This design comes from an exercise in tuning for small area on the open sky130 flow, not from production work. RTL that was checked went through simulation tests only; none was proved equivalent to the original. The RTL of run 1 was laid out without a check of its function. No activity file was given, so power comes from the tool's default toggle rates.

===== flow/run.sh =====
#!/bin/bash
# Own layout flow: the standard ORFS flow (standard.sh) with
#  - the standard synthesis script (synth_recipe.tcl), except that ABC maps the
#    combinational logic with flow/area.abc and no adder cells are extracted
#    (registers are mapped by dfflibmap before ABC runs, so they are exactly
#    the standard synthesis's);
#  - port buffers of the smallest buffer cell;
#  - a clock tree of small clock buffers without dummy loads;
#  - no timing-driven global placement.
# Each tool's output goes to a log file in this folder.
set -euo pipefail
W=$(pwd)
CTS="-sink_clustering_enable -repair_clock_nets -dont_use_dummy_load -buf_list sky130_fd_sc_hd__clkbuf_8 -sink_clustering_size 14 -sink_clustering_max_diameter 60"
{
  head -n 1 synth_recipe.tcl
  cat <<EOF
proc abc {args} {
  set i [lsearch -exact \$args -script]
  if {\$i >= 0} { set args [lreplace \$args \$i [expr {\$i + 1}] -script $W/flow/area.abc] }
  puts "abc with own script: \$args"
  yosys abc {*}\$args
}
EOF
  tail -n +2 synth_recipe.tcl
} > own_synth.tcl
bash standard.sh \
  SYNTH_SCRIPT=$W/own_synth.tcl \
  ABC_AREA=1 \
  ADDER_MAP_FILE= \
  GPL_TIMING_DRIVEN=0 \
  "BUFFER_PORTS_ARGS=-buffer_cell sky130_fd_sc_hd__buf_1" \
  "CTS_ARGS=$CTS" \
  finish > flow.log 2>&1

===== flow/area.abc =====
strash
dc2
&get -n
&st
&dch -f
&nf -a -R 1000
&put

===== standard.sh =====
#!/bin/bash
# synth_recipe.tcl (not shown) runs the flow's synth.tcl, then flattens the netlist and writes it again
# the make line also repeats each setting of config.mk as NAME=value (left out here)
make -C /OpenROAD-flow-scripts/flow DESIGN_CONFIG=/design/flow/config.mk WORK_HOME=/design/flow/orfs CLKGATE_MAP_FILE= SYNTH_SCRIPT=/design/flow/synth_recipe.tcl "${@:-finish}"

===== config.mk =====
export PLATFORM = sky130hd
export DESIGN_NAME = juu_core
export DESIGN_NICKNAME = juu_core
export VERILOG_FILES = /design/flow/design.v
export SDC_FILE = /design/flow/constraint.sdc
export NUM_CORES = 4
export LEC_CHECK = 0
export CAP_MARGIN = 10
export CORE_MARGIN = 2
export CORE_UTILIZATION = 65
export PLACE_DENSITY = 0.75
export SLEW_MARGIN = 10

===== constraint.sdc =====
create_clock -name core_clock -period 8.5 [get_ports {clk}]
set_input_delay 1.7000 -clock core_clock [delete_from_list [all_inputs] [get_ports {clk}]]
set_output_delay 1.7000 -clock core_clock [all_outputs]
set_load 0.01 [all_outputs]

===== design.v =====
module juu_alu (
    input  wire [15:0] a,
    input  wire [15:0] b,
    input  wire [2:0]  op,
    input  wire        cin,
    output wire [15:0] r1
);
    wire op1 = (op == 3'd1);
    wire op2 = (op == 3'd2);
    wire op3 = (op == 3'd3);
    wire tx  = (op == 3'd3) | (op == 3'd4) | (op == 3'd5) | (op == 3'd7);
    wire t11 = (op == 3'd1) | (op == 3'd2) | (op == 3'd5) | (op == 3'd6) | (op == 3'd7);
    wire t00 = (op == 3'd1) | (op == 3'd2) | (op == 3'd7);
    wire [15:0] t = a ^ b;
    wire [15:0] k = a & b;
    wire [15:0] z = ~(a | b);
    wire [15:0] p = ({16{tx}} & t) | ({16{t11}} & k) | ({16{t00}} & z);
    wire [15:0] g = ({16{op3}} & k) | ({16{op1}} & a & t) | ({16{op2}} & b & t);
    reg [16:0] gg, pp;
    integer l, i;
    always @(*) begin
        gg = {g, cin};
        pp = {p, 1'b0};
        for (l = 0; l < 5; l = l + 1)
            for (i = (2 << l) - 1; i < 17; i = i + (2 << l)) begin
                gg[i] = gg[i] | (pp[i] & gg[i - (1 << l)]);
                pp[i] = pp[i] & pp[i - (1 << l)];
            end
        for (l = 3; l >= 0; l = l - 1)
            for (i = 3 * (1 << l) - 1; i < 17; i = i + (2 << l)) begin
                gg[i] = gg[i] | (pp[i] & gg[i - (1 << l)]);
                pp[i] = pp[i] & pp[i - (1 << l)];
            end
    end
    assign r1 = p ^ gg[15:0];
endmodule
module juu_core (
    input  wire        clk,
    input  wire        rst,         
    input  wire        run,         
    output wire [12:0] cs_addr,
    input  wire [39:0] cw,
    output wire [15:0] mem_addr,
    input  wire [15:0] mem_rdata,
    output wire        mem_we,
    output wire [15:0] bus_value,   
    output wire        halted,
    output wire [1:0]  fault,       
    input  wire [3:0]  dbg_sel,
    output reg  [15:0] dbg_data
);
    reg [15:0] gpr [0:7];
    reg [15:0] seg [0:3];
    reg [15:0] ir;
    reg [15:0] alu_a;
    reg [15:0] alu_b;
    reg [15:0] mar;
    reg [5:0]  mir;
    reg [6:0]  mpc;
    reg [1:0]  stat;
    wire cw_mirwr  = ~cw[0];
    wire cw_memrd  = ~cw[2];
    wire cw_memwr  = ~cw[3];
    wire cw_marwr  = ~cw[4];
    wire cw_segen  = ~cw[6];
    wire cw_sdir   =  cw[7];
    wire cw_regen  = ~cw[8];
    wire cw_rdir   =  cw[9];
    wire cw_aluBwr = ~cw[13];
    wire cw_aluAwr = ~cw[14];
    wire cw_shr    =  cw[15];
    wire cw_shl    =  cw[16];
    wire [2:0] cw_op = cw[19:17];
    wire cw_aluen  = ~cw[20];
    wire cw_cin    =  cw[21];
    wire cw_rsrc   =  cw[24];
    wire cw_halt   =  cw[28];
    wire cw_decode = ~cw[29];
    wire cw_mpcclr = ~cw[31];
    wire [1:0] cw_ssel = cw[37:36];
    wire cw_irwr   =  cw[38];
    wire segrd = cw_segen & ~cw_sdir;
    wire segwr = cw_segen &  cw_sdir;
    wire regrd = cw_regen & ~cw_rdir;
    wire regwr = cw_regen &  cw_rdir;
    wire [2:0] rsel = cw_rsrc ? ir[7:5] : ir[10:8];
    wire two_plain = (cw_memrd & segrd) | (cw_memrd & regrd) | (segrd & regrd);
    wire any_plain = cw_memrd | segrd | regrd;
    wire shift_conflict = cw_aluen & cw_shl & cw_shr;
    wire word_faults = two_plain | shift_conflict | (cw_aluen & any_plain);
    wire config_err  = shift_conflict & ~two_plain;
    wire engine_ready = run & ~rst & (stat == 2'd0);
    wire execute      = engine_ready & ~word_faults;
    wire [15:0] alu_r;
    juu_alu u_alu (
        .a   (alu_a),
        .b   (alu_b),
        .op  (cw_op),
        .cin (cw_cin),
        .r1  (alu_r)
    );
    wire nrst    = ~rst;
    wire sel_mem = cw_memrd;
    wire sel_seg = segrd;
    wire sel_reg = regrd;
    wire sel_alu = cw_aluen;
    wire sel_sl  = sel_alu & cw_shl;
    wire sel_sr  = sel_alu & cw_shr;
    wire sel_s0  = sel_alu & ~cw_shl & ~cw_shr;
    reg [15:0] bus;
    integer k;
    always @(*) begin
        bus = ({16{sel_mem}} & mem_rdata)
            | ({16{sel_s0}}  & alu_r)
            | ({16{sel_sl}}  & {alu_r[14:0], 1'b0})
            | ({16{sel_sr}}  & {1'b0, alu_r[15:1]});
        for (k = 0; k < 4; k = k + 1)
            bus = bus | ({16{sel_seg & (cw_ssel == k)}} & seg[k]);
        for (k = 0; k < 8; k = k + 1)
            bus = bus | ({16{sel_reg & (rsel == k)}} & gpr[k]);
    end
    reg [7:0] we_r, ho_r;
    reg [3:0] we_s, ho_s;
    reg       we_m, ho_m, we_a, ho_a, we_b, ho_b, we_i, ho_i;
    always @(*) begin
        for (k = 0; k < 8; k = k + 1) begin
            we_r[k] = nrst & execute & regwr & (rsel == k);
            ho_r[k] = nrst & ~(execute & regwr & (rsel == k));
        end
        for (k = 0; k < 4; k = k + 1) begin
            we_s[k] = nrst & execute & segwr & (cw_ssel == k);
            ho_s[k] = nrst & ~(execute & segwr & (cw_ssel == k));
        end
        we_m = nrst & execute & cw_marwr;   ho_m = nrst & ~(execute & cw_marwr);
        we_a = nrst & execute & cw_aluAwr;  ho_a = nrst & ~(execute & cw_aluAwr);
        we_b = nrst & execute & cw_aluBwr;  ho_b = nrst & ~(execute & cw_aluBwr);
        we_i = nrst & execute & cw_irwr;    ho_i = nrst & ~(execute & cw_irwr);
    end
    function [15:0] upd(input we, input ho, input [15:0] d, input [15:0] q);
        upd = ({16{we}} & d) | ({16{ho}} & q);
    endfunction
    wire [15:0] ir_d = upd(we_i, ho_i, bus, ir);
    integer i;
    always @(posedge clk) begin
        for (i = 0; i < 8; i = i + 1)
            gpr[i] <= upd(we_r[i], ho_r[i], bus, gpr[i]);
        for (i = 0; i < 4; i = i + 1)
            seg[i] <= upd(we_s[i], ho_s[i], bus, seg[i]);
        mar   <= upd(we_m, ho_m, bus, mar);
        alu_a <= upd(we_a, ho_a, bus, alu_a);
        alu_b <= upd(we_b, ho_b, bus, alu_b);
        ir    <= ir_d;
        if (rst)
            mir <= 6'd0;
        else if (execute & cw_mirwr)
            mir <= ir_d[15:10];
        else if (execute & cw_decode)
            mir <= {1'b0, ir[15:11]};
        if (rst)
            mpc <= 7'd0;
        else if (execute)
            mpc <= cw_mpcclr ? 7'd1 : mpc + 7'd1;
        if (rst)
            stat <= 2'd0;
        else if (execute & cw_halt)
            stat <= 2'd3;
        else if (engine_ready & word_faults)
            stat <= config_err ? 2'd2 : 2'd1;
    end
    assign cs_addr   = {mir, mpc};
    assign mem_addr  = mar;
    assign mem_we    = execute & cw_memwr;
    assign bus_value = bus;
    assign halted    = stat[1] & stat[0];
    assign fault     = {stat[1] & ~stat[0], stat[0] & ~stat[1]};
    always @(*) begin
        dbg_data = ({16{dbg_sel == 4'd12}} & ir)
                 | ({16{dbg_sel == 4'd13}} & alu_a)
                 | ({16{dbg_sel == 4'd14}} & alu_b)
                 | ({16{dbg_sel == 4'd15}} & mar);
        for (k = 0; k < 4; k = k + 1)
            dbg_data = dbg_data | ({16{dbg_sel == (k + 8)}} & seg[k]);
        for (k = 0; k < 8; k = k + 1)
            dbg_data = dbg_data | ({16{dbg_sel == k}} & gpr[k]);
    end
endmodule

==> summary.md, run 1 <==
| Metric | Value |
|---|---|
| Max FO, Critical Path | 17 |
| GRT Total Usage | 50.3% |
| Vias/cell | 7.80 |
| Overall routed net length | 51700 um |
| H-tree depth | 1 |
| Sequential power share | 56.2% |
| Worst VDD drop | 0.156 mV |
| GP Congestion | 1.02 |
| Placed insts | 1752 |
| Full die area | 19300 um2 |
| Internal power | 1.63 mW |
| Crit-path max cell delay | 0.47 ns |
| Main area contributors after synthesis | dfxtp_1, a222oi_1, nand2_1 |
| Arr. time, crit path | 6.55 ns |
| Syn nets | 1429 |
| Min Tclk post-route | 8.25 ns |
| DIE WIDTH | 139 um |
| Remaining global-route overflow | 0 |
| ANT nets after route | 0 |
| Clock share of power | 28.6% |
| Worst Path Required | 6.80 ns |
| Comb pwr share | 15.3% |
| Final setup margin | 0.246 ns |
| Total CTS buffers | 23 |
| Max-Cap Viols | 0 |
| Clk sinks | 271 |
| First-pass GRT wire length | 75000 um |
| Leak | 4.67 nW |
| Site Rows | 49 |
| Slew HR | 11.5% |
| Crit end category | primary output |
| Ys flop type | dfxtp_1 |
| FF-to-FF setup slack | 2.66 ns |
| Fmax | 121 MHz |
| Die Y | 139 um |
| Clk Tree Root Cell | clkbuf_8 |
| Port Buffers | 111 |
| Synth async-reset ratio | 0% |
| Cts hold-fix bufs | 0 |
| Mean Syn Cell Area | 8.66 um2 |
| Synth Instances | 1366 |
| Fin crit share | 97.1% |
| Most frequent CP cell | nor2_2 |
| Type of the worst min-delay path | reg -> reg |
| Cell area after synthesis | 11800 um2 |
| Setup WS pre-CTS | -1.90 ns |
| Synth cell types | 44 |
| Vias in the first global route | 12500 |
| Largest area contributor in the netlist | dfxtp_1 |
| Warnings from Yosys | 4 |
| Critical path class | in -> out |
| Clk Latency, worst-skew pair | 0.56 ns |
| Drt pass-1 iters | 13 |
| RSZ-0062 raised after global routing | yes |
| DR iter-0 viols | 3139 |
| CTS tree | done |
| Final hold viol count | 0 |
| Sequential area share after synthesis | 45.9% |
| Starting density of the core | 66.1% |
| Startpoint types | primary input |
| Worst Tran Pin Value | 1.32 ns |
| DR WL/cell | 28.7 um |
| Commonest cells after routing, fill and taps aside | dfxtp_1, nand2_1, o21ai_0 |
| # nets final | 1635 |
| Post-layout instance count excluding filler cells | 1801 |
| IO Count | 128 |
| Antenna violations before repair | 3 |
| DR DRC count | 0 |
| Largest net degree at the start of global routing | 28 |
| CTS max path bufs | 3 |
| Post-synth EDFFs | 0 |
| Via count | 14000 |
| Commonest non-fill, non-tap cell in the layout | dfxtp_1 |
| Sw frac | 30.1% |
| Yosys top cell area share | 45.9% |
| Share of cells above drive strength 1 | 11.3% |
| Setup Viol. Count Final | 0 |
| Core Area | 17900 um2 |
| Pwr dens | 167 nW/um2 |
| Worst-path clk slew | 0.09 ns |
| P_sw | 0.703 mW |
| Multi-input gate area | 6710 um2 |
| Synth Register Bits | 271 |
| Hpwl dp | 35200 um |
| Final Max Slew Viols | 0 |
| Slowest stage cell on the critical path | xnor2_1 |
| Filler cell count | 1299 |
| Status | complete, no violations |
| Storage cell area | 5430 um2 |
| Area Growth Syn to Fin | 18.3% |
| Fin Clk Skew | 0.0334 ns |
flip-flops by register name (all words and copies together) (netlist names):
signal,count
gpr,128
alu_b,16
mpc,7
mar,16
ir,16
mir,6
seg,64
alu_a,16
stat,2
Yosys cell counts, types with 7 or more instances:
cell type / instances
nand2b_1: 15
a22o_1: 84
nor2_1: 124
dfxtp_1: 271
nor3_1: 33
nand3_1: 32
o211ai_1: 10
nand2_1: 260
or2_0: 7
and4_1: 9
a22oi_1: 27
or3_1: 7
a222oi_1: 115
nand4_1: 15
o21ai_0: 190
a21oi_1: 23
a221oi_1: 11
o22ai_1: 42
clkinv_1: 14
xnor2_1: 25
final timing paths:
path,startpoint,endpoint,cells past startpoint
max,cw[17],bus_value[11],35
min,mir[2]$_SDFFE_PP0P_,mir[2]$_SDFFE_PP0P_,2
max reg2reg,alu_a[0]$_DFF_P_,mir[4]$_SDFFE_PP0P_,39
min reg2reg,mir[2]$_SDFFE_PP0P_,mir[2]$_SDFFE_PP0P_,2
metrics by stage:
stage / setup TNS, ns / power, mW / cell area (um2) / util [%] / hold slack [ns]
3_3_place_gp: -21.90 / 1.60 / 12600 / 70.2 / 0.440
6_report: 0 / 2.33 / 14000 / 78.1 / 0.458
5_1_grt: -0.135 / 2.37 / 14000 / 78.1 / 0.478
3_5_place_dp: -16.50 / 1.64 / 13300 / 74.4 / 0.446
2_1_floorplan: 0 / 1.49 / 11900 / - / 0.426
4_1_cts: 0 / 2.28 / 13800 / 77.3 / 0.459
critical path: cells and delay by family:
kind,cells,cell delay (ns)
compound gates,7,1.25
simple gates,23,2.56
buf+inv,4,0.53
xor+xnor,1,0.47
final cells by class:
cell class | instances | area share [%]
antenna | 2 | 0.0358
timing repair buffer | 181 | 8.52
multi-input combinational | 1081 | 48.0
inverter | 14 | 0.376
tap | 229 | 2.05
sequential | 271 | 38.8
clock buffer | 23 | 2.26
routing by layer:
| metal | vias to the layer above | GRT usage (%) | share of wire [%] |
|---|---|---|---|
| met4 | 2 | 29.8 | 8.3 |
| met2 | 1488 | 71.3 | 39 |
| met1 | 6357 | 64.3 | 34 |
| met5 | - | 0 | 0.015 |
| met3 | 429 | 20.8 | 19 |
| li1 | 5763 | - | - |
repair_timing:
item,4_1_cts,5_1_grt
gates resized for setup,24,17
endpoints found under the setup margin,8,6
setup buffers,12,12
pin swaps,9,18
power groups by stage:
stage / clock [mW] / sequential (mW) / combinational [mW]
after global routing: 0.695 / 1.31 / 0.362
after global placement: 0 / 1.34 / 0.269
after CTS: 0.650 / 1.31 / 0.323
final: 0.666 / 1.31 / 0.356
after detailed placement: 0 / 1.34 / 0.306
after floorplan: 0 / 1.33 / 0.156
cells by family (layout without fill, tap and decap cells):
family	after synthesis	after routing	synth area share, %
simple gates	522	522	19.1
fa+ha+maj	1	1	0.0846
buf+inv	14	218	0.444
other cells	0	2	0
mux	6	6	0.540
compound gates	522	522	31.8
xor+xnor	30	30	2.22
flops	271	271	45.9
==> inputs of run 2 (changes only) <==
--- a/design.v
+++ b/design.v
@@ -22,14 +22,10 @@
         gg = {g, cin};
         pp = {p, 1'b0};
-        for (l = 0; l < 5; l = l + 1)
-            for (i = (2 << l) - 1; i < 17; i = i + (2 << l)) begin
-                gg[i] = gg[i] | (pp[i] & gg[i - (1 << l)]);
-                pp[i] = pp[i] & pp[i - (1 << l)];
-            end
-        for (l = 3; l >= 0; l = l - 1)
-            for (i = 3 * (1 << l) - 1; i < 17; i = i + (2 << l)) begin
-                gg[i] = gg[i] | (pp[i] & gg[i - (1 << l)]);
-                pp[i] = pp[i] & pp[i - (1 << l)];
-            end
+        for (l = 0; l < 4; l = l + 1)
+            for (i = 0; i < 16; i = i + 1)
+                if (i & (1 << l)) begin
+                    gg[i] = gg[i] | (pp[i] & gg[((i >> l) << l) - 1]);
+                    pp[i] = pp[i] & pp[((i >> l) << l) - 1];
+                end
     end
     assign r1 = p ^ gg[15:0];
--- a/flow/run.sh
+++ b/flow/run.sh
@@ -11,5 +11,5 @@
 set -euo pipefail
 W=$(pwd)
-CTS="-sink_clustering_enable -repair_clock_nets -dont_use_dummy_load -buf_list sky130_fd_sc_hd__clkbuf_8 -sink_clustering_size 14 -sink_clustering_max_diameter 60"
+CTS="-sink_clustering_enable -repair_clock_nets -dont_use_dummy_load -buf_list sky130_fd_sc_hd__clkbuf_4 -sink_clustering_size 10 -sink_clustering_max_diameter 40"
 {
   head -n 1 synth_recipe.tcl
==> flow/area.abc (replaced) <==
strash
&get -n
&st
&dch -f
&nf -a -R 1000
&put
--- a/config.mk
+++ b/config.mk
@@ -6,7 +6,7 @@
 export NUM_CORES = 4
 export LEC_CHECK = 0
-export CAP_MARGIN = 10
+export CAP_MARGIN = 0
 export CORE_MARGIN = 2
-export CORE_UTILIZATION = 65
-export PLACE_DENSITY = 0.75
-export SLEW_MARGIN = 10
+export CORE_UTILIZATION = 40
+export PLACE_DENSITY = 0.95
+export SLEW_MARGIN = 0
==> summary.md, run 2 <==
| Metric | Value |
|---|---|
| Crit-path cells | buf_1 -> nand2b_1 -> nor2_2 -> or3_4 -> a21oi_1 -> nand2b_1 -> o211ai_1 -> a21oi_1 -> nor2_1 -> nor2_1 -> or3_1 -> and3_1 -> a21oi_1 -> clkinv_1 -> o31ai_1 -> xnor2_1 -> a21o_1 -> buf_1 |
| Port Buffers | 111 |
| Fin area | 13600 um2 |
| RSZ-0062 raised after global routing | no |
| Met2 usage | 43.7% |
| Remaining global-route overflow | 0 |
| Final Max Slew Viols | 51 |
| Layout Check Fails | max-capacitance violations, max-slew violations |
| Clk Tree Root Cell | clkbuf_4 |
| Worst Tran Pin Value | 1.55 ns |
| Top Family by Delay on Critical Path | simple AND/OR/NAND/NOR gates |
| IO Count | 128 |
| DIE WIDTH | 178 um |
| Count leader, synth | dfxtp_1 |
| Max-Cap Viols | 6 |
| Commonest cells post-synth | dfxtp_1, nand2_1, a22o_1 |
| P_sw | 0.701 mW |
| Max reg flops | 128 |
| Syn nets | 1415 |
| CP bufs+invs | 3 |
| Fin crit share | 96.5% |
| Arr. time, crit path | 6.50 ns |
| GRT Max-Usage Layer | met2 |
| Clk Latency, worst-skew pair | 0.73 ns |
| Sequential power share | 57.4% |
| Grt met3 use | 9.25% |
| Vias in the first global route | 12600 |
| Cts hold-fix bufs | 0 |
| Antenna violations before repair | 4 |
| ANT nets after route | 0 |
| Worst VDD drop | 0.105 mV |
| Final hold viol count | 0 |
| Site Rows | 63 |
| Sw frac | 30.8% |
| Setup Buffers After CTS | 0 |
| Sequential area share after synthesis | 44.9% |
| Clock share of power | 28.1% |
| Leak | 4.58 nW |
| Type of the worst min-delay path | reg -> reg |
| M1 GR Usage | 37.6% |
| Most frequent CP cell | a21oi_1 |
| Ys flop type | dfxtp_1 |
| DR DRC count | 0 |
| Status | complete, but fails checks |
| Clk sinks | 271 |
| Cell area after synthesis | 12100 um2 |
| Fin Clk Skew | 0.126 ns |
| Via count | 13400 |
| Full die area | 31600 um2 |
| Setup_tns | 0 ns |
| Commonest cells after routing, fill and taps aside | dfxtp_1, nand2_1, a22o_1 |
| Hpwl dp | 33400 um |
| Pwr dens | 167 nW/um2 |
| Biggest registers after layout | gpr (128), seg (64) |
| Mean Syn Cell Area | 8.93 um2 |
| Gates resized, CTS repair | 7 |
| First-pass GRT wire length | 72400 um |
| Total CTS buffers | 38 |
| Crit end category | primary output |
| Commonest non-fill, non-tap cell in the layout | dfxtp_1 |
| # nets final | 1587 |
| Core Area | 29600 um2 |
| Fmax | 122 MHz |
| CTS max path bufs | 3 |
| Synth async-reset ratio | 0% |
| Worst setup startpoint | cw[18] |
| GRT Total Usage | 29.5% |
| Share of cells above drive strength 1 | 5.52% |
| Synth Register Bits | 271 |
| Critical path class | in -> out |
| Die Y | 178 um |
| Crit-path max cell delay | 0.63 ns |
| Drt pass-1 iters | 12 |
| DR WL/cell | 24.9 um |
| Min Tclk post-route | 8.20 ns |
| Yosys top cell area share | 44.9% |
| Hold slack | 0.478 ns |
| Hold Path Origin | mir[1]$_SDFFE_PP0P_ |
| Largest net degree at the start of global routing | 28 |
| DR iter-0 viols | 3034 |
| Post-place instance area | 13200 um2 |
| Reg-to-reg startpoint | alu_a[0]$_DFF_P_ |
| Comb pwr share | 14.6% |
| Setup Viol. Count Final | 0 |
| Vias/cell | 7.02 |
| Synth cell types | 44 |
| Largest Register | gpr |
| Warnings from Yosys | 4 |
| Post-synth EDFFs | 0 |
| Starting density of the core | 40.7% |
| Startpoint types | primary input |
| Worst-path clk slew | 0.07 ns |
| Synth Instances | 1352 |
| Slowest stage cell on the critical path | a21o_1 |
| Max FO, Critical Path | 17 |
| Overall routed net length | 47600 um |
| CTS tree | done |
| GP Congestion | 1.05 |
| Slew HR | -3.92% |
| Internal power | 1.57 mW |
| H-tree depth | 2 |
| Worst Path Required | 6.80 ns |
| Largest area contributor in the netlist | dfxtp_1 |
| Main area contributors after synthesis | dfxtp_1, a22o_1, nand2_1 |
| Area Growth Syn to Fin | 12.7% |
==> run 2: cell count changes in the layout (fill, tap and decap cells not counted), moves of 26 or more <==
cell      before  now
a22o_1        84  146
o21ai_0      185  132
a222oi_1     115   82
nor2_1        75  102
nand2_1      259  231
a221o_1        2   40
a21oi_1       21   62
nor2_2        45    9
clkbuf_4       1   38
buf_8         26    0
==> run 2: power by group through the flow <==
stage               clock network [mW]  logic, mW  registers (mW)
floorplan                            0      0.170            1.33
global placement                     0      0.286            1.33
detailed placement                   0      0.305            1.33
CTS                              0.630      0.310            1.30
global route                     0.683      0.344            1.31
finish                           0.639      0.331            1.31
==> run 2: area by class of cell <==
| type | count | area [um2] |
|---|---|---|
| Timing Repair Buffer | 132 | 631 |
| Fill cell | 2878 | 16000 |
| Tap cell | 390 | 488 |
| Sequential cell | 271 | 5430 |
| Multi-Input combinational cell | 1062 | 6700 |
| Antenna cell | 3 | 7.51 |
| Inverter | 19 | 71.3 |
| Clock buffer | 38 | 285 |
==> run 2: worst min-delay path: stages (launching register included) <==
cell	delay, ns
dfxtp_1	0.32
nand2_1	0.05
a21oi_1	0.06
==> run 2: final timing paths <==
kind	endpoint	slack [ns]	cells past startpoint
max	bus_value[10]	0.30	18
min	mir[1]$_SDFFE_PP0P_	0.48	2
max reg2reg	mir[0]$_SDFFE_PP0P_	3.69	21
min reg2reg	mir[1]$_SDFFE_PP0P_	0.48	2
==> run 2: kinds of logic (layout without fill, tap and decap cells) <==
logic type      count (synthesis)  count (layout)  share of synthesized area (%)
mux                             9               9                          0.809
other cells                     0               3                              0
simple gates                  461             461                           16.6
xor+xnor                       26              26                           1.89
compound gates                565             565                           35.1
fa+ha+maj                       1               1                         0.0829
buf+inv                        19             189                          0.591
flops                         271             271                           44.9
==> run 2: layer usage <==
layer  wire length (um)  share of wire, %  vias up
met4               3410               7.2        2
met3               7450                16      295
met1              17200                36     6161
met2              19600                41     1296
met5                 13             0.027        -
li1                   -                 -     5692
==> run 2: per-stage QoR <==
step	power, mW	setup WS, ns	cells	utilization [%]
finish	2.28	0.295	1915	45.9
global route	2.33	0.00529	1914	45.9
CTS	2.24	0.0899	1907	45.6
detailed placement	1.64	-0.696	1869	44.5
global placement	1.62	-1.10	1853	43.8
floorplan	1.50	1.05	1352	-
==> inputs of run 3 (changes only) <==
--- a/config.mk
+++ b/config.mk
@@ -6,7 +6,7 @@
 export NUM_CORES = 4
 export LEC_CHECK = 0
-export CAP_MARGIN = 0
+export CAP_MARGIN = 10
 export CORE_MARGIN = 2
 export CORE_UTILIZATION = 40
-export PLACE_DENSITY = 0.95
-export SLEW_MARGIN = 0
+export PLACE_DENSITY = 0.85
+export SLEW_MARGIN = 10
==> summary.md, run 3 <==
| Metric | Value |
|---|---|
| Commonest cells post-synth | dfxtp_1, nand2_1, a22o_1 |
| Vias/cell | 6.98 |
| Starting density of the core | 40.7% |
| Port Buffers | 111 |
| Arr. time, crit path | 6.48 ns |
| CTS max path bufs | 3 |
| Final core area utilization | 46.2% |
| Clk sinks | 271 |
| Ys flop type | dfxtp_1 |
| Via count | 13400 |
| Largest area contributor in the netlist | dfxtp_1 |
| Worst-path clk slew | 0.09 ns |
| Area Growth Syn to Fin | 13.5% |
| Count leader, synth | dfxtp_1 |
| Max reg flops | 128 |
| CP Depth | 20 |
| Fmax | 122 MHz |
| Max-Cap Viols | 0 |
| Post-layout instance count excluding filler cells | 1919 |
| Type of the worst min-delay path | reg -> reg |
| Post-place instance area | 13300 um2 |
| Most frequent CP cell | a21oi_1 |
| Fin Clk Skew | 0.0965 ns |
| Full die area | 31600 um2 |
| Pwr dens | 166 nW/um2 |
| Hold slack | 0.469 ns |
| Cell area after synthesis | 12100 um2 |
| IO Count | 128 |
| Syn nets | 1415 |
| Top Family by Delay on Critical Path | compound AO/OA/AOI/OAI gates |
| Crit-path cells | buf_1 -> nand2b_1 -> nor2_4 -> or3_4 -> a21oi_1 -> nand2b_1 -> o211ai_1 -> a21oi_1 -> nor2_1 -> nor2_1 -> or3_1 -> and3_1 -> a21oi_1 -> clkinv_1 -> o21ai_0 -> xor2_1 -> o221ai_1 -> a21oi_4 -> clkinv_1 -> buf_1 |
| Final hold viol count | 0 |
| ANT nets after route | 0 |
| Total CTS buffers | 39 |
| FF-to-FF setup slack | 3.59 ns |
| Worst Path Required | 6.80 ns |
| Fin area | 13700 um2 |
| Remaining global-route overflow | 0 |
| Main area contributors after synthesis | dfxtp_1, a22o_1, nand2_1 |
| # nets final | 1590 |
| Synth Register Bits | 271 |
| Clk Tree Root Cell | clkbuf_4 |
| R2R Path End | mir[0]$_SDFFE_PP0P_ |
| Share of cells above drive strength 1 | 7.15% |
| GP Congestion | 1.00 |
| Biggest registers after layout | gpr (128), seg (64) |
| Setup crit end | bus_value[9] |
| Commonest non-fill, non-tap cell in the layout | dfxtp_1 |
| Slew HR | 7.65% |
| Final Max Slew Viols | 0 |
| Reg-to-reg startpoint | alu_a[0]$_DFF_P_ |
| Synth async-reset ratio | 0% |
| DR DRC count | 0 |
| DR WL/cell | 24.6 um |
| Overall routed net length | 47200 um |
| Worst VDD drop | 0.0990 mV |
| Startpoint types | primary input |
| Site Rows | 63 |
| GRT Total Usage | 29.4% |
| Min Tclk post-route | 8.18 ns |
| Fin crit share | 96.2% |
| Sequential area share after synthesis | 44.9% |
| CP bufs+invs | 4 |
| Worst setup startpoint | cw[18] |
| R2R depth | 21 |
| Drt pass-1 iters | 10 |
| Mean Syn Cell Area | 8.93 um2 |
| Crit-path max cell delay | 0.47 ns |
| First-pass GRT wire length | 71900 um |
| Overall Power | 2.27 mW |
| Status | complete, no violations |
| Setup Buffers After CTS | 0 |
| Yosys top cell area share | 44.9% |
| Clk Latency, worst-skew pair | 0.69 ns |
| DR iter-0 viols | 2673 |
| Vias in the first global route | 12300 |
| Warnings from Yosys | 4 |
| Antenna violations before repair | 4 |
| Critical path class | in -> out |
| Worst Tran Pin Value | 1.38 ns |
| Hpwl dp | 33200 um |
| Largest Register | gpr |
| Largest net degree at the start of global routing | 28 |
| Synth cell types | 44 |
| Setup Viol. Count Final | 0 |
| DIE WIDTH | 178 um |
| Commonest cells after routing, fill and taps aside | dfxtp_1, nand2_1, a22o_1 |
| Core Area | 29600 um2 |
| RSZ-0062 raised after global routing | no |
| Slowest stage cell on the critical path | xor2_1 |
| Placed insts | 1876 |
| Die Y | 178 um |
| Crit end category | primary output |
| Max FO, Critical Path | 17 |
| Synth Instances | 1352 |
| H-tree depth | 2 |
| Leak | 4.60 nW |
| Post-synth EDFFs | 0 |
| CTS tree | done |
## run 3: worst min-delay path by stage
stage / end / from / cells after the start / slack [ns]
2_1_floorplan: ir[1]$_DFF_P_ / ir[1]$_DFF_P_ / 2 / 0.43
3_3_place_gp: ir[1]$_DFF_P_ / ir[1]$_DFF_P_ / 2 / 0.43
3_5_place_dp: mir[1]$_SDFFE_PP0P_ / mir[1]$_SDFFE_PP0P_ / 2 / 0.45
4_1_cts: mir[1]$_SDFFE_PP0P_ / mir[1]$_SDFFE_PP0P_ / 2 / 0.47
5_1_grt: mir[1]$_SDFFE_PP0P_ / mir[1]$_SDFFE_PP0P_ / 2 / 0.50
6_report: mir[1]$_SDFFE_PP0P_ / mir[1]$_SDFFE_PP0P_ / 2 / 0.47
## run 3: through the flow
step | worst slack, ns | TNS, ns
2_1_floorplan | 1.05 | 0
3_3_place_gp | -0.929 | -3.83
3_5_place_dp | -0.650 | -1.49
4_1_cts | 0.280 | 0
5_1_grt | 0.130 | 0
6_report | 0.324 | 0
## run 3: power breakdown
part	total [mW]	switching (mW)	leakage [nW]	internal, mW
clock network	0.635	0.423	0.179	0.211
registers	1.31	0.0200	2.19	1.29
logic	0.334	0.250	2.23	0.0845
total	2.27	0.693	4.60	1.58
## run 3: metal layers
| layer | global-route usage (%) | part of all wire (%) | vias to the layer above |
|---|---|---|---|
| met2 | 42.7 | 41 | 1230 |
| met4 | 18.0 | 7.2 | 2 |
| met5 | 0 | 0.019 | - |
| met3 | 7.99 | 15 | 245 |
| li1 | - | - | 5710 |
| met1 | 38.5 | 37 | 6215 |
## run 3: area by class of cell
type                            instances  area (um2)
Sequential cell                       271        5430
Timing Repair Buffer                  134         662
Tap cell                              390         488
Clock buffer                           39         293
Antenna cell                            4        10.0
Inverter                               19        71.3
Multi-Input combinational cell       1062        6750
Fill cell                            2888       15900
## run 3: repair_timing
action	in CTS	in global routing
gates resized for setup	4	6
gates cloned	0	0
hold buffers	0	0
setup endpoints to repair	7	4
## run 3: worst register-to-register path, delay by kind of cell, from the launching register on
family / cells / cell delay, ns
AOI/OAI and AO/OA: 10 / 2.49
and+or+nand+nor: 9 / 1.35
DFF: 1 / 0.44
xor gates and xnor gates: 1 / 0.42
buffers and inverters: 1 / 0.18
## run 3: kinds of logic after synthesis
group           Yosys count  share of synthesized area (%)
flops                   271                           44.9
xor+xnor                 26                           1.89
mux                       9                          0.809
fa+ha+maj                 1                         0.0829
compound gates          565                           35.1
buf+inv                  19                          0.591
simple gates            461                           16.6

## what the ideal ports hide
The results above use ideal ports. As a check the final layouts listed here were re-extracted and re-timed, cells and wires unchanged.
Step 1 (the two cells are an assumption about what drives the block):
set clk [get_ports {clk}]
set_driving_cell -lib_cell sky130_fd_sc_hd__clkbuf_16 $clk
set_driving_cell -lib_cell sky130_fd_sc_hd__buf_2 [delete_from_list [all_inputs] $clk]
Step 2 times the ports against the registers' clock, not the clock port: input delays grow and output delays shrink by t, the midpoint of the rising clock arrivals with the driver on.
Slacks: ideal ports / drivers / drivers and shift; pairs: ideal ports / drivers.
run | t (ns) | setup slack, ns | worst data-port slew with drivers (ns)
run 1 | 0.590 | 0.246 / 0.225 / 0.225 | 0.04
run 2 | 0.721 | 0.295 / 0.262 / 0.262 | 0.11
run 3 | 0.686 | 0.324 / 0.293 / 0.293 | 0.10
The setup slack of run 2, which loses most, moves by -0.033 ns with the drivers and by -0.033 ns with both steps.
